Context: an optimization exercise on an open-source flow, tuned for small area, a short achievable clock period and few clock cycles per item. The choices shown serve that exercise and are no tape-out recipe.
At most, simulation tests tie the RTL to the original design; equivalence was not proved.

==> module gz_add, before the edit <==
module gz_add #(parameter W = 36) (
  input  wire [W-1:0] a,
  input  wire [W-1:0] b,
  input  wire         ci,
  output wire [W-1:0] s
);
  localparam L = $clog2(W);
  wire [W-1:0] p = a ^ b;
  wire [W-1:0] g0 = a & b;
  wire [W:0] gg [0:2*L];
  wire [W:0] pp [0:2*L];
  assign gg[0] = {g0, ci};
  assign pp[0] = {p, 1'b0};
  genvar lv, i;
  generate
    for (lv = 0; lv < L; lv = lv + 1) begin : up
      for (i = 0; i <= W; i = i + 1) begin : n
        if (((i + 1) % (2 << lv)) == 0) begin : c
          assign gg[lv+1][i] = gg[lv][i] | (pp[lv][i] & gg[lv][i - (1 << lv)]);
          assign pp[lv+1][i] = pp[lv][i] & pp[lv][i - (1 << lv)];
        end else begin : k
          assign gg[lv+1][i] = gg[lv][i];
          assign pp[lv+1][i] = pp[lv][i];
        end
      end
    end
    for (lv = L - 2; lv >= 0; lv = lv - 1) begin : dn
      for (i = 0; i <= W; i = i + 1) begin : n
        if (((i + 1) % (2 << lv)) == (1 << lv) && i >= (2 << lv)) begin : c
          assign gg[2*L-1-lv][i] = gg[2*L-2-lv][i] | (pp[2*L-2-lv][i] & gg[2*L-2-lv][i - (1 << lv)]);
          assign pp[2*L-1-lv][i] = pp[2*L-2-lv][i] & pp[2*L-2-lv][i - (1 << lv)];
        end else begin : k
          assign gg[2*L-1-lv][i] = gg[2*L-2-lv][i];
          assign pp[2*L-1-lv][i] = pp[2*L-2-lv][i];
        end
      end
    end
  endgenerate
  wire [W:0] cy = gg[2*L-1];
  assign s = p ^ cy[W-1:0];
endmodule
==> flow/config.mk <==
export PLATFORM = sky130hd
export DESIGN_NAME = gz_core
export DESIGN_NICKNAME = gz_core
export VERILOG_FILES = /design/flow/design.v
export SDC_FILE = /design/flow/constraint.sdc
export NUM_CORES = 4
export LEC_CHECK = 0
export CAP_MARGIN = 20
export CORE_MARGIN = 2
export CORE_UTILIZATION = 40
export PLACE_DENSITY = 0.6
export SLEW_MARGIN = 20
==> flow/constraint.sdc <==
create_clock -name core_clock -period 14.0 [get_ports {clk}]
set_input_delay 2.8000 -clock core_clock [delete_from_list [all_inputs] [get_ports {clk}]]
set_output_delay 2.8000 -clock core_clock [all_outputs]
set_load 0.01 [all_outputs]
standard.sh (not shown) runs the stock make flow with config.mk's settings and CLKGATE_MAP_FILE= SYNTH_SCRIPT=/design/flow/synth_recipe.tcl, a recipe that flattens the netlist after the stock synthesis.
==> flow/flow/run.sh <==
#!/bin/bash
# The standard layout, with the timing repair asked to reach a setup
# slack of SETUP_SLACK_MARGIN ns at the design's clock (the clock, constraints
# and every other setting stay the standard flow's own).
set -euo pipefail
bash standard.sh SETUP_SLACK_MARGIN=7 finish > flow_make.log 2>&1
The baseline passed the timing, design-rule and antenna checks.
Next try:
--- a/flow/design.v
+++ b/flow/design.v
@@ -18,5 +18,5 @@
   output wire [W-1:0] s
 );
-  localparam L = $clog2(W);
+  localparam L = (W > 32) ? 6 : (W > 16) ? 5 : (W > 8) ? 4 : 3;    
   wire [W-1:0] p = a ^ b;
   wire [W-1:0] g0 = a & b;
What happened:
- first-iteration DRC count does not change
- cell count does not change
- global-route usage stays the same
- non-clock buffer count does not change
- fmax stays the same
- wire length does not change
- register-to-register slack barely changes
- worst setup slack stays the same
Testbench counts after the change, summed over its fixed seeds: cycles 12,870, items 96.
Only the layout flow was run in the first run of this note; the RTL was not checked for function there.

---

== run a ==
gz_core, a different RTL version from the one above (not shown whole).
For scale: about 360 flip-flops, about 180 I/O pins.
clock: 14.0 ns
lec_check: 0
abc_area: 1
cap_margin: 20
core_margin: 2
core_utilization: 55
place_density: 0.7
slew_margin: 20
==> flow/flow/run.sh <==
#!/bin/bash
# The standard layout, with the timing repair asked to reach a setup
# slack of SETUP_SLACK_MARGIN ns at the design's clock, and the port
# buffers made of the smallest buffer cell (the clock, constraints and every
# other setting stay the standard flow's own).
set -euo pipefail
bash standard.sh SETUP_SLACK_MARGIN=7 "BUFFER_PORTS_ARGS=-buffer_cell sky130_fd_sc_hd__buf_1" finish > flow_make.log 2>&1
Testbench counts of run a, summed over its fixed seeds: cycles 12,854, items 96.
For run b, these inputs were changed with respect to run a:
--- a/flow/design.v
+++ b/flow/design.v
@@ -762,14 +762,13 @@
   wire t603 = drow[47] ^ pr8[31] ^ t600;
   wire t604 = (drow[47] & pr8[31]) | (drow[47] & t600) | (pr8[31] & t600);
   wire t605 = drow[48] ^ pr8[32];
   wire t606 = drow[48] & pr8[32];
   wire [48:0] za = {t604, t602, t598, t592, t586, t578, t570, t560, t550, t538, t526, t512, t498, t482, t466, t448, t430, t410, t390, t370, t350, t330, t310, t290, t270, t250, t230, t210, t207, t170, t150, t130, t112, t98, t84, t81, t60, t50, t40, t37, t24, t18, t15, t8, t5, t2, pr1[0], pr0[1], pr0[0]};
   wire [48:0] zb = {t605, t603, t601, t597, t591, t585, t577, t569, t559, t549, t537, t525, t511, t497, t481, t465, t447, t429, t409, t389, t369, t349, t329, t309, t289, t269, t249, t229, t209, t189, t169, t149, t129, t111, t97, t83, t71, t59, t49, t39, t31, t23, t17, t11, t7, t3, t1, 1'b0, negs[0]};
-  wire [48:0] z;
-  gz_sk #(49) u_cpa (.a(za), .b(zb), .s(z));
+  wire [48:0] z = za + zb;
   wire [31:0] y = z[47:16];
   assign res_re = z[48:17];
   assign res_im = z[47:16];
   assign re_v   = go1;
   assign im_v   = fin2;
   always @(posedge clk) begin
@@ -808,40 +807,12 @@
       dr  <= 33'h0_8000_0000;    
       dc  <= 2'b00;
       xen <= 1'b0;
     end
   end
 endmodule
-module gz_sk #(parameter W = 49) (
-  input  wire [W-1:0] a,
-  input  wire [W-1:0] b,
-  output wire [W-1:0] s
-);
-  localparam L = 6;    
-  wire [W-1:0] p = a ^ b;
-  wire [W-1:0] gg [0:L];
-  wire [W-1:0] pp [0:L];
-  assign gg[0] = a & b;
-  assign pp[0] = p;
-  genvar lv, i;
-  generate
-    for (lv = 0; lv < L; lv = lv + 1) begin : lvl
-      for (i = 0; i < W; i = i + 1) begin : n
-        if (((i >> lv) & 1) == 1) begin : c
-          localparam integer J = ((i >> lv) << lv) - 1;
-          assign gg[lv+1][i] = gg[lv][i] | (pp[lv][i] & gg[lv][J]);
-          assign pp[lv+1][i] = pp[lv][i] & pp[lv][J];
-        end else begin : k
-          assign gg[lv+1][i] = gg[lv][i];
-          assign pp[lv+1][i] = pp[lv][i];
-        end
-      end
-    end
-  endgenerate
-  assign s = p ^ {gg[L][W-2:0], 1'b0};
-endmodule
 module gz_post (
   input  wire        clk,
   input  wire        rst,
   input  wire        re_v,
   input  wire        im_v,
   input  wire [31:0] res_re,
[summary]
- Diff run a -> run b: post-detailed-placement cell area rose by 1.9%; final design area excluding fillers rose by about 2.3%; post-synthesis xor/xnor area fraction stayed essentially flat; number of standard cells in the layout, taps in and fillers out rose by about 4.4%.
- The layout clock buffer count in run b sits 1 below the value recorded for run a.
Testbench counts of run b, summed over its fixed seeds: cycles 12,854, items 96.

## port drivers added, routing unchanged
Ports are ideal in the flow. The routed layouts listed here were re-timed in OpenROAD. Step 1 (the two cells are an assumption about what drives the block):
set clk [get_ports {clk}]
set_driving_cell -lib_cell sky130_fd_sc_hd__clkbuf_16 $clk
set_driving_cell -lib_cell sky130_fd_sc_hd__buf_2 [delete_from_list [all_inputs] $clk]
Step 2, shift: input delay + t, output delay - t, t = (earliest + latest rising clock arrival at the registers) / 2. This alone moves slack from input paths to output paths. a / b / c = no drivers / after step 1 / after step 2; a / b = the first two.
run	t, ns	setup slack, ns	hold slack, ns	clock arrival spread, ns	slew at the worst register clock pin (ns)
the first run of note 1	0.717	7.057 / 7.057 / 6.699	0.422 / 0.422 / 0.422	0.107 / 0.106	0.08 / 0.08
the second run of note 1	0.717	7.057 / 7.057 / 6.699	0.422 / 0.422 / 0.422	0.107 / 0.106	0.08 / 0.08
run a	0.671	7.134 / 7.134 / 7.057	0.428 / 0.428 / 0.428	0.026 / 0.025	0.06 / 0.06
run b	0.677	7.138 / 7.138 / 6.821	0.430 / 0.430 / 0.430	0.046 / 0.045	0.07 / 0.07
After both steps every run listed still meets setup and hold.
